This is an optimization exercise on Yosys and OpenROAD, whose aim is small area, a short achievable clock period and few clock cycles, not a production implementation. The RTL was checked by simulation tests, not by an equivalence proof against the original design. Power figures rest on the tool's default switching activity, not on a simulated workload.

--- flow/design.v ---
module bie_rows (
    input  wire        clk,
    input  wire        rst_n,        
    input  wire        bus_valid,
    input  wire        bus_write,
    input  wire [1:0]  bus_size,     
    input  wire [15:0] bus_addr,
    input  wire [31:0] bus_wdata,
    output reg         bus_rvalid,
    output reg  [31:0] bus_rdata,
    output reg         bus_err,
    output wire        irq
);
    localparam NROWS     = 8;
    localparam ROW_BYTES = 16;
    localparam ROW_BITS  = 8 * ROW_BYTES;
    localparam BUF_BYTES = 32;
    localparam A_ID       = 16'h0000;
    localparam A_CFG_NR   = 16'h0004;
    localparam A_CFG_RB   = 16'h0008;
    localparam A_CFG_BB   = 16'h000C;
    localparam A_CTRL     = 16'h0010;
    localparam A_STATUS   = 16'h0014;
    localparam A_CMD      = 16'h0018;
    localparam A_ARG0     = 16'h0020;
    localparam A_ARG1     = 16'h0024;
    localparam A_ARG2     = 16'h0028;
    localparam A_ARG3     = 16'h002C;
    localparam A_ARG4     = 16'h0030;
    localparam A_RESULT0  = 16'h0040;
    localparam A_RESULT1  = 16'h0044;
    localparam A_NUMROWS  = 16'h0048;
    localparam A_LEN      = 16'h0100;
    localparam A_SYNC     = 16'h0200;
    localparam A_BUF      = 16'h1000;
    localparam A_ROW      = 16'h8000;
    localparam E_ILLEGAL  = 8'h01;
    localparam E_BADROW   = 8'h02;
    localparam E_BADLEN   = 8'h03;
    localparam E_BITRANGE = 8'h04;
    localparam E_BUFRANGE = 8'h05;
    localparam S_IDLE  = 4'd0;
    localparam S_CHECK = 4'd1;
    localparam S_SRCH  = 4'd2;
    localparam S_EXTR  = 4'd3;
    localparam S_FI    = 4'd4;
    localparam S_FJ    = 4'd5;
    localparam S_INV   = 4'd6;
    localparam S_CREP  = 4'd7;
    localparam S_UART  = 4'd8;
    reg        ctrl_ie;
    reg        st_done, st_err, st_sent, st_werr;
    reg [7:0]  st_errcode;
    reg [31:0] cmd_r;
    reg [31:0] arg0, arg1, arg2, arg3, arg4;
    reg [31:0] result0, result1;
    reg [3:0]  num_rows;
    reg [7:0]  row_len [0:NROWS-1];
    reg [15:0] row_sync [0:NROWS-1];
    reg [7:0]  rmem [0:NROWS*ROW_BYTES-1];   
    reg [7:0]  bmem [0:BUF_BYTES-1];         
    reg [3:0]  state;
    wire       busy = (state != S_IDLE);
    assign irq = st_done & ctrl_ie;
    wire acc_ok  = bus_valid && (bus_size == 2'd2) && (bus_addr[1:0] == 2'b00);
    wire is_len  = (bus_addr >= A_LEN)  && (bus_addr < A_LEN  + 4 * NROWS);
    wire is_sync = (bus_addr >= A_SYNC) && (bus_addr < A_SYNC + 4 * NROWS);
    wire is_buf  = (bus_addr >= A_BUF)  && (bus_addr < A_BUF  + BUF_BYTES);
    wire is_row  = (bus_addr >= A_ROW)  && (bus_addr < A_ROW  + NROWS * ROW_BYTES);
    wire [2:0] ridx   = bus_addr[4:2];       
    wire [4:0] bbase  = {bus_addr[4:2], 2'b00};
    wire [6:0] rbase  = {bus_addr[6:2], 2'b00};
    reg mapped;
    always @(*) begin
        case (bus_addr)
            A_ID, A_CFG_NR, A_CFG_RB, A_CFG_BB, A_CTRL, A_STATUS, A_CMD,
            A_ARG0, A_ARG1, A_ARG2, A_ARG3, A_ARG4, A_RESULT0, A_RESULT1,
            A_NUMROWS: mapped = 1'b1;
            default:   mapped = is_len || is_sync || is_buf || is_row;
        endcase
    end
    wire acc_good = acc_ok && mapped;
    wire wr       = acc_good && bus_write;
    wire rd       = acc_good && !bus_write;
    wire [31:0] status_word = {16'h0, st_errcode, 2'b00, irq, st_werr, st_sent, st_err, st_done, busy};
    reg [31:0] rdata_mux;
    always @(*) begin
        case (bus_addr)
            A_ID:      rdata_mux = 32'h42490100;
            A_CFG_NR:  rdata_mux = NROWS;
            A_CFG_RB:  rdata_mux = ROW_BYTES;
            A_CFG_BB:  rdata_mux = BUF_BYTES;
            A_CTRL:    rdata_mux = {30'h0, ctrl_ie, 1'b0};
            A_STATUS:  rdata_mux = status_word;
            A_CMD:     rdata_mux = cmd_r;
            A_ARG0:    rdata_mux = arg0;
            A_ARG1:    rdata_mux = arg1;
            A_ARG2:    rdata_mux = arg2;
            A_ARG3:    rdata_mux = arg3;
            A_ARG4:    rdata_mux = arg4;
            A_RESULT0: rdata_mux = result0;
            A_RESULT1: rdata_mux = result1;
            A_NUMROWS: rdata_mux = {28'h0, num_rows};
            default: begin
                if (is_len)
                    rdata_mux = {24'h0, row_len[ridx]};
                else if (is_sync)
                    rdata_mux = {16'h0, row_sync[ridx]};
                else if (is_buf)
                    rdata_mux = {bmem[bbase + 5'd3], bmem[bbase + 5'd2], bmem[bbase + 5'd1], bmem[bbase]};
                else if (is_row)
                    rdata_mux = {rmem[rbase + 7'd3], rmem[rbase + 7'd2], rmem[rbase + 7'd1], rmem[rbase]};
                else
                    rdata_mux = 32'h0;
            end
        endcase
    end
    always @(posedge clk) begin
        if (!rst_n) begin
            bus_rvalid <= 1'b0;
            bus_rdata  <= 32'h0;
            bus_err    <= 1'b0;
        end else begin
            bus_rvalid <= bus_valid;
            bus_err    <= bus_valid && !acc_good;
            bus_rdata  <= rd ? rdata_mux : 32'h0;
        end
    end
    wire wr_cmd    = wr && (bus_addr == A_CMD);
    wire wr_arg    = wr && (bus_addr >= A_ARG0) && (bus_addr <= A_ARG4);
    wire wr_nrows  = wr && (bus_addr == A_NUMROWS);
    wire wr_len    = wr && is_len;
    wire wr_sync   = wr && is_sync;
    wire wr_buf    = wr && is_buf;
    wire wr_row    = wr && is_row;
    wire wr_ctrl   = wr && (bus_addr == A_CTRL);
    wire wr_status = wr && (bus_addr == A_STATUS);
    wire soft_rst  = wr_ctrl && bus_wdata[0];
    wire dropped   = busy && (wr_cmd || wr_arg || wr_nrows || wr_len || wr_sync || wr_buf || wr_row);
    wire refused   = !busy && ((wr_nrows && bus_wdata > NROWS) || (wr_len && bus_wdata > ROW_BITS));
    wire issue     = !busy && wr_cmd;
    wire [7:0] opc      = cmd_r[7:0];
    wire       legal    = (cmd_r[31:8] == 24'h0) && (opc <= 8'h07);
    wire       is_pfx   = (opc == 8'h04);
    wire       row_bad  = (arg0 >= {28'h0, num_rows});
    wire [2:0] r_op     = arg0[2:0];
    wire [7:0] len_r    = row_len[r_op];
    wire [32:0] ceil8_a3 = ({1'b0, arg3} + 33'd7) >> 3;
    wire [32:0] s_plus_n = {1'b0, arg1} + {1'b0, arg3};
    wire [7:0]  nframes  = arg3[7:0] / 8'd10;    
    reg [2:0]  er;           
    reg [3:0]  ei;           
    reg [3:0]  ej;           
    reg [8:0]  ep;           
    reg [8:0]  eq;           
    reg [8:0]  elen;         
    reg [8:0]  epn;          
    reg [4:0]  eda;          
    reg [3:0]  ecnt;         
    reg [4:0]  ebytes;       
    reg [3:0]  efb;          
    reg [7:0]  ev;           
    reg [3:0]  eframes;      
    function rowbit(input [2:0] r, input [6:0] p);
        reg [7:0] b;
        begin
            b = rmem[{r, p[6:3]}];
            rowbit = b[~p[2:0]];
        end
    endfunction
    function bufbit(input [4:0] a, input [7:0] q);
        reg [7:0] b;
        begin
            b = bmem[a + q[7:3]];
            bufbit = b[~q[2:0]];
        end
    endfunction
    function lencond(input [7:0] len, input [8:0] l, input pfx);
        lencond = pfx ? ({1'b0, len} >= l) : ({1'b0, len} == l);
    endfunction
    wire [6:0] sr_pos   = ep[6:0] + eq[6:0];
    wire       sr_rbit  = rowbit(er, sr_pos);
    wire       sr_bbit  = bufbit(eda, eq[7:0]);
    wire       ex_bit   = (eq < epn) ? rowbit(er, ep[6:0] + eq[6:0]) : 1'b0;
    wire [7:0] ei_len   = row_len[ei[2:0]];
    wire [7:0] ej_len   = row_len[ej[2:0]];
    wire       fj_eq    = rowbit(ei[2:0], eq[6:0]) == rowbit(ej[2:0], eq[6:0]);
    wire       cr_eq    = rowbit(ej[2:0], eq[6:0]) == rowbit(er, eq[6:0]);
    wire       ua_bit   = rowbit(er, ep[6:0]);
    wire [7:0] inv_rem  = ei_len - {ebytes, 3'b000};
    wire [7:0] inv_mask = (inv_rem >= 8'd8) ? 8'hFF : ~(8'hFF >> inv_rem[2:0]);
    wire [6:0] inv_addr = {ei[2:0], ebytes[3:0]};
    always @(posedge clk) begin
        if (!busy) begin
            if (wr_buf) begin
                bmem[bbase]        <= bus_wdata[7:0];
                bmem[bbase + 5'd1] <= bus_wdata[15:8];
                bmem[bbase + 5'd2] <= bus_wdata[23:16];
                bmem[bbase + 5'd3] <= bus_wdata[31:24];
            end
            if (wr_row) begin
                rmem[rbase]        <= bus_wdata[7:0];
                rmem[rbase + 7'd1] <= bus_wdata[15:8];
                rmem[rbase + 7'd2] <= bus_wdata[23:16];
                rmem[rbase + 7'd3] <= bus_wdata[31:24];
            end
        end else begin
            if (state == S_EXTR && eq[2:0] == 3'd7)
                bmem[eda + eq[7:3]] <= {ev[6:0], ex_bit};
            if (state == S_UART && efb == 4'd9 && ua_bit)
                bmem[eda + {1'b0, ecnt}] <= ev;
            if (state == S_INV && ei != num_rows && {ebytes, 3'b000} < ei_len)
                rmem[inv_addr] <= rmem[inv_addr] ^ inv_mask;
        end
    end
    integer x;
    task finish(input [31:0] r0, input [31:0] r1, input sent);
        begin
            result0 <= r0;
            result1 <= r1;
            st_sent <= sent;
            st_done <= 1'b1;
            state   <= S_IDLE;
        end
    endtask
    task fail_cmd(input [7:0] code);
        begin
            st_err     <= 1'b1;
            st_errcode <= code;
            st_done    <= 1'b1;
            state      <= S_IDLE;
        end
    endtask
    always @(posedge clk) begin
        if (!rst_n || soft_rst) begin
            state      <= S_IDLE;
            ctrl_ie    <= 1'b0;
            st_done    <= 1'b0;
            st_err     <= 1'b0;
            st_sent    <= 1'b0;
            st_errcode <= 8'h00;
            st_werr    <= 1'b0;
            cmd_r      <= 32'h0;
            arg0       <= 32'h0;
            arg1       <= 32'h0;
            arg2       <= 32'h0;
            arg3       <= 32'h0;
            arg4       <= 32'h0;
            result0    <= 32'h0;
            result1    <= 32'h0;
            num_rows   <= 4'd0;
            for (x = 0; x < NROWS; x = x + 1) begin
                row_len[x]  <= 8'd0;
                row_sync[x] <= 16'd0;
            end
            er <= 3'd0; ei <= 4'd0; ej <= 4'd0; ep <= 9'd0; eq <= 9'd0;
            elen <= 9'd0; epn <= 9'd0; eda <= 5'd0; ecnt <= 4'd0; ebytes <= 5'd0;
            efb <= 4'd0; ev <= 8'd0; eframes <= 4'd0;
        end else begin
            if (wr_ctrl)
                ctrl_ie <= bus_wdata[1];
            if (wr_status) begin
                if (bus_wdata[1]) st_done <= 1'b0;
                if (bus_wdata[2]) begin
                    st_err     <= 1'b0;
                    st_errcode <= 8'h00;
                end
                if (bus_wdata[4]) st_werr <= 1'b0;
            end
            if (dropped || refused)
                st_werr <= 1'b1;
            if (!busy) begin
                if (wr_arg) begin
                    case (bus_addr)
                        A_ARG0: arg0 <= bus_wdata;
                        A_ARG1: arg1 <= bus_wdata;
                        A_ARG2: arg2 <= bus_wdata;
                        A_ARG3: arg3 <= bus_wdata;
                        default: arg4 <= bus_wdata;
                    endcase
                end
                if (wr_nrows && bus_wdata <= NROWS)
                    num_rows <= bus_wdata[3:0];
                if (wr_len && bus_wdata <= ROW_BITS)
                    row_len[ridx] <= bus_wdata[7:0];
                if (wr_sync)
                    row_sync[ridx] <= bus_wdata[15:0];
            end
            if (issue) begin
                cmd_r      <= bus_wdata;
                st_done    <= 1'b0;
                st_err     <= 1'b0;
                st_errcode <= 8'h00;
                st_sent    <= 1'b0;
                state      <= S_CHECK;
            end
            case (state)
                S_CHECK: begin
                    er     <= r_op;
                    ep     <= {1'b0, arg1[7:0]};
                    eq     <= 9'd0;
                    eda    <= arg2[4:0];
                    epn    <= arg3[8:0];
                    elen   <= {1'b0, len_r};
                    ecnt   <= 4'd0;
                    ebytes <= 5'd0;
                    efb    <= 4'd0;
                    ev     <= 8'd0;
                    ei     <= 4'd0;
                    ej     <= 4'd0;
                    if (!legal) begin
                        fail_cmd(E_ILLEGAL);
                    end else begin
                        case (opc)
                            8'h00: begin                                    
                                st_done <= 1'b1;
                                state   <= S_IDLE;
                            end
                            8'h01: begin                                    
                                if (row_bad)                                         fail_cmd(E_BADROW);
                                else if (arg3 == 32'd0)                              fail_cmd(E_BADLEN);
                                else if (arg1 > {24'h0, len_r})                      fail_cmd(E_BITRANGE);
                                else if ({1'b0, arg2} + ceil8_a3 > BUF_BYTES)        fail_cmd(E_BUFRANGE);
                                else state <= S_SRCH;
                            end
                            8'h02: begin                                    
                                if (row_bad)                                         fail_cmd(E_BADROW);
                                else if (s_plus_n > {25'h0, len_r})                  fail_cmd(E_BITRANGE);
                                else if ({1'b0, arg2} + ceil8_a3 > BUF_BYTES)        fail_cmd(E_BUFRANGE);
                                else if (arg3 == 32'd0)                              finish(32'd0, 32'd0, 1'b0);
                                else state <= S_EXTR;
                            end
                            8'h03, 8'h04: begin                             
                                elen <= arg1[8:0];
                                if (arg1 > ROW_BITS) finish(32'hFFFFFFFF, 32'd0, 1'b1);
                                else state <= S_FI;
                            end
                            8'h05: begin                                    
                                state <= S_INV;
                            end
                            8'h06: begin                                    
                                ej   <= {1'b0, r_op} + 4'd1;
                                ecnt <= 4'd1;
                                eq   <= {1'b0, arg1[7:0]};
                                if (row_bad)                                         fail_cmd(E_BADROW);
                                else if (arg1 > {24'h0, len_r})                      fail_cmd(E_BITRANGE);
                                else state <= S_CREP;
                            end
                            default: begin                                  
                                eframes <= nframes[3:0];
                                if (row_bad)                                         fail_cmd(E_BADROW);
                                else if (s_plus_n > {25'h0, len_r})                  fail_cmd(E_BITRANGE);
                                else if ({1'b0, arg2} + {25'h0, nframes} > BUF_BYTES)         fail_cmd(E_BUFRANGE);
                                else if (nframes == 8'd0)                           finish(32'd0, 32'd0, 1'b0);
                                else state <= S_UART;
                            end
                        endcase
                    end
                end
                S_SRCH: begin
                    if ({1'b0, ep} + {1'b0, epn} > {1'b0, elen})
                        finish({23'h0, elen}, 32'd0, 1'b1);
                    else if (eq == epn)
                        finish({23'h0, ep}, 32'd0, 1'b0);
                    else if (sr_rbit == sr_bbit)
                        eq <= eq + 9'd1;
                    else begin
                        ep <= ep + 9'd1;
                        eq <= 9'd0;
                    end
                end
                S_EXTR: begin
                    ev <= {ev[6:0], ex_bit};
                    eq <= eq + 9'd1;
                    if (eq[2:0] == 3'd7 && eq[8:3] + 6'd1 == ceil8_a3[5:0])
                        finish({26'h0, ceil8_a3[5:0]}, 32'd0, 1'b0);
                end
                S_FI: begin
                    if (ei == num_rows)
                        finish(32'hFFFFFFFF, 32'd0, 1'b1);
                    else if (!lencond(ei_len, elen, is_pfx))
                        ei <= ei + 4'd1;
                    else begin
                        ej    <= 4'd0;
                        eq    <= 9'd0;
                        ecnt  <= 4'd0;
                        state <= S_FJ;
                    end
                end
                S_FJ: begin
                    if (ej == num_rows) begin
                        if ({28'h0, ecnt} >= arg0)
                            finish({28'h0, ei}, {28'h0, ecnt}, 1'b0);
                        else begin
                            ei    <= ei + 4'd1;
                            state <= S_FI;
                        end
                    end else if (!lencond(ej_len, elen, is_pfx)) begin
                        ej <= ej + 4'd1;
                        eq <= 9'd0;
                    end else if (eq == elen) begin
                        ecnt <= ecnt + 4'd1;
                        ej   <= ej + 4'd1;
                        eq   <= 9'd0;
                    end else if (fj_eq) begin
                        eq <= eq + 9'd1;
                    end else begin
                        ej <= ej + 4'd1;
                        eq <= 9'd0;
                    end
                end
                S_INV: begin
                    if (ei == num_rows)
                        finish(32'd0, 32'd0, 1'b0);
                    else if ({ebytes, 3'b000} >= ei_len) begin
                        ei     <= ei + 4'd1;
                        ebytes <= 5'd0;
                    end else
                        ebytes <= ebytes + 5'd1;
                end
                S_CREP: begin
                    if (ej == num_rows || ej_len != elen[7:0])
                        finish({28'h0, ecnt}, 32'd0, 1'b0);
                    else if (eq == elen) begin
                        ecnt <= ecnt + 4'd1;
                        ej   <= ej + 4'd1;
                        eq   <= {1'b0, arg1[7:0]};
                    end else if (cr_eq)
                        eq <= eq + 9'd1;
                    else
                        finish({28'h0, ecnt}, 32'd0, 1'b0);
                end
                S_UART: begin
                    ep  <= ep + 9'd1;
                    efb <= efb + 4'd1;
                    if (efb == 4'd0) begin
                        if (ua_bit)
                            finish(32'hFFFFFFFF, {28'h0, ecnt}, 1'b1);
                    end else if (efb == 4'd9) begin
                        efb <= 4'd0;
                        if (!ua_bit)
                            finish(32'hFFFFFFFF, {28'h0, ecnt}, 1'b1);
                        else begin
                            ecnt <= ecnt + 4'd1;
                            if (ecnt + 4'd1 == eframes)
                                finish({28'h0, eframes}, {28'h0, eframes}, 1'b0);
                        end
                    end else
                        ev <= {ua_bit, ev[7:1]};
                end
                default: ;
            endcase
        end
    end
endmodule
--- flow/run.sh ---
#!/bin/bash
# synth_recipe.tcl (not shown) runs the flow's synth.tcl, then flattens the netlist and writes it again
# the make line also repeats each setting of config.mk as NAME=value (left out here)
make -C /OpenROAD-flow-scripts/flow DESIGN_CONFIG=/design/flow/config.mk WORK_HOME=/design/flow/orfs CLKGATE_MAP_FILE= SYNTH_SCRIPT=/design/flow/synth_recipe.tcl finish
--- flow/config.mk ---
export PLATFORM = sky130hd
export DESIGN_NAME = bie_rows
export DESIGN_NICKNAME = bie_rows
export VERILOG_FILES = /design/flow/design.v
export SDC_FILE = /design/flow/constraint.sdc
export NUM_CORES = 8
export LEC_CHECK = 0
export CAP_MARGIN = 40
export CORE_MARGIN = 2
export CORE_UTILIZATION = 40
export SLEW_MARGIN = 40
--- flow/constraint.sdc ---
create_clock -name core_clock -period 10.0 [get_ports {clk}]
set_input_delay 2.0000 -clock core_clock [delete_from_list [all_inputs] [get_ports {clk}]]
set_output_delay 2.0000 -clock core_clock [all_outputs]
set_load 0.01 [all_outputs]
==> summary.txt <==
state kept, by name (all words and copies together), names as in the netlist, 64 cells and up, named ones only:
signal	count
row_len	64
bmem	256
rmem	1024
row_sync	128
synth_stat cells (all sizes together), types with 44 or more instances:
cell type	number
mux2i	312
ha	165
a221oi	86
a21oi	558
buf	403
xor2	66
a22oi	250
nor3	142
and3	167
nor4	101
a31oi	141
o21ai	475
nand2b	92
clkbuf	791
nand3	223
o211ai	57
nand4	68
edfxtp	1472
a21o	617
nor2b	61
nor2	635
dfxtp	347
mux2	50
o21a	164
xnor2	78
a22o	44
inv	130
and2	215
a211oi	213
mux4	1432
a32oi	54
o22ai	66
a311oi	54
nand2	1794
cell families after synthesis:
kind of cell | share of synthesized area (%)
fa+ha+maj | 1.67
compound gates | 15.8
simple gates | 12.3
flops | 38.2
xor+xnor | 0.946
mux | 26.8
buf+inv | 4.31
final cells by class:
type,count,area [sq um]
antenna,95,238
fill,30200,183000
sequential,1819,51200
clock inverter,142,1730
tap,4387,5490
timing repair buffer,818,7170
multi-input combinational,8831,78900
clock buffer,243,5530
inverter,132,512
worst min-delay path by stage:
stage | from | endpoint | slack (ps) | cells past startpoint
final | arg4[10] | arg4[10] | 460 | 2
after global routing | arg4[12] | arg4[12] | 470 | 2
after CTS | arg4[8] | arg4[8] | 460 | 2
after detailed placement | arg4[18] | arg4[18] | 450 | 2
after global placement | arg4[28] | arg4[28] | 440 | 2
after floorplan | st_errcode[5] | st_errcode[5] | 430 | 1
critical path, delay by kind of cell, from the launching register on:
family	cells	cell delay, ps
AO/OA/AOI/OAI	5	1430
XOR/XNOR	1	90
adder cells (fa/ha/maj)	1	490
buffers and inverters	1	130
flip-flops	1	650
AND/OR/NAND/NOR	20	5770
where the power goes:
part	total (mW)	internal (mW)	switching, mW	leakage [nW]
logic	2.21	0.564	1.64	31.4
clock network	8.48	4.75	3.73	3.49
registers	8.21	8.19	0.0194	16.3
total	18.9	13.5	5.39	51.2
per-layer routing:
metal  track usage [%]  wire (microns)
met1              60.7          300000
met2              63.9          329000
met3              29.0          159000
met4              34.2           76000
met5              3.30            1970
==> flow_summary.json <==
{
  "cts_setup_buffers": 0,
  "grt_pass1_vias": 117000,
  "ctsHoldBuffers": 0,
  "slowest_delay_ps": 650,
  "worstSetupPathType": "reg -> reg",
  "grt_setup_unrepaired": "false",
  "via_per_inst": 7.91,
  "rr_startpoint": "arg3[2]",
  "postPlaceCellArea_sq_um": 143000,
  "grt.overflow.total": 0,
  "dp_hpwl_microns": 626000,
  "synth_warnings": 1,
  "layout_common_cells": "nand2_1 (1778), edfxtp_1 (1472), mux4_2 (1432), buf_4 (662), a21o_1 (616)",
  "reg2reg_depth": 28,
  "wl_per_cell_microns": 52.6,
  "maxSlewHeadroom_pct": 28.5,
  "die_width_microns": 583,
  "vias": 130000,
  "routed_wl_microns": 865000,
  "fin_util_pct": 45.2,
  "min_period_ps": 8710,
  "grtUsageTotal_pct": 49.5,
  "yosysTopAreaCell": "edfxtp_1",
  "synth_cell_type_count": 122,
  "p_leak_nw": 51.2,
  "status": "complete, no violations",
  "drv_slew": 0,
  "io_pins": 89,
  "rows": 212,
  "fp.dieH_microns": 583,
  "timing.rr.end": "result1[2]",
  "core_sq_um": 333000,
  "synth_seq_cells": 1819,
  "start_util_pct": 40.2,
  "hold_violations": 0,
  "grt_start_max_net_pins": 107,
  "fin_area_sq_um": 151000,
  "drv_cap": 0,
  "numCtsBuffers": 210,
  "gp_congestion": 1.15,
  "crit_slowest_cell": "dfxtp_1",
  "pre_cts_ws_ps": 1560,
  "cp_data_required_time_ps": 10860,
  "setup_ws_ps": 1290,
  "htreeDepth": 4,
  "drive_gt1_share_pct": 24.8,
  "syn_nets": 12200,
  "end_kind": "flop",
  "fin_skew_ps": 79.0,
  "layout_commonest_cell": "nand2_1",
  "synth_ff_type": "edfxtp_1",
  "dp.cells": 16000,
  "dieArea_sq_um": 340000,
  "fmax_mhz": 115,
  "worstSetupEndpoint": "result1[2]",
  "hp-class": "reg -> reg",
  "finalSetupViolCount": 0,
  "crit_top_cell": "nand4_1",
  "io_buffers": 88,
  "clock_path_buffers": 4,
  "ant_nets": 0,
  "timing.hold.ws_ps": 459,
  "tns_ps": 0,
  "finalNetCount": 12000,
  "yosysSeqAreaShare_pct": 38.2,
  "finalCritPeriodShare_pct": 87.1,
  "yosys.area.top_type_share_pct": 33.0,
  "final_cells": 16500,
  "async_flop_share_pct": 0,
  "synthCells": 12000,
  "clock_latency_ps": 1010,
  "synth_enable_flop_cells": 1472,
  "post-route-drc-count": 0,
  "critical_path_peak_fanout": 19,
  "worst_slew_pin_slew_ps": 1040,
  "yosys-top-cells-area": "edfxtp_1 (33%), mux4_2 (24%), dfxtp_1 (5.2%)",
  "startpoint_type": "flop",
  "drt-pass1-iter-count": 15,
  "cts_tree": "built",
  "cts-root-buf": "clkbuf_16",
  "drtIter0Drc": 28000,
  "grt_pass1_wl_microns": 1130000,
  "syn_area_sq_um": 134000,
  "cts_resized": 0,
  "critPathLaunch": "arg3[2]",
  "power_mw": 18.9,
  "syn_to_final_growth_pct": 12.4,
  "critPathArrivalTime_ps": 9570,
  "clkSinkCount": 1819,
  "rrSetupSlack_ps": 1290,
  "antenna_found_initial": 144,
  "clkTransAtPathRegs_ps": 70,
  "p_per_area_nw_per_um2": 125,
  "avgSynthCellArea_sq_um": 11.2,
  "peakVddDrop_mv": 0.174
}
Testbench counts, summed over its fixed seeds: cycles 32,930.

[re-timing with driven ports]
Ports are ideal in the flow. The routed layout listed here was re-timed in OpenROAD. Step 1, drivers: a clkbuf_16 drives clk and a buf_2 each remaining input, both assumed. Step 2, shift: input delay + t, output delay - t, t = (earliest + latest rising clock arrival at the registers) / 2. This alone moves slack from input paths to output paths. Slacks: no drivers / after step 1 / after step 2; pairs: no drivers / after step 1.
t, ns: 1.079
slack for setup (ns): 1.293 / 1.293 / 1.293
hold WS [ns]: 0.459 / 0.459 / 0.459
After both steps setup and hold are still met in this run. For this run, drivers alone change the setup slack by 0.000 ns; drivers and shift together by 0.000 ns.
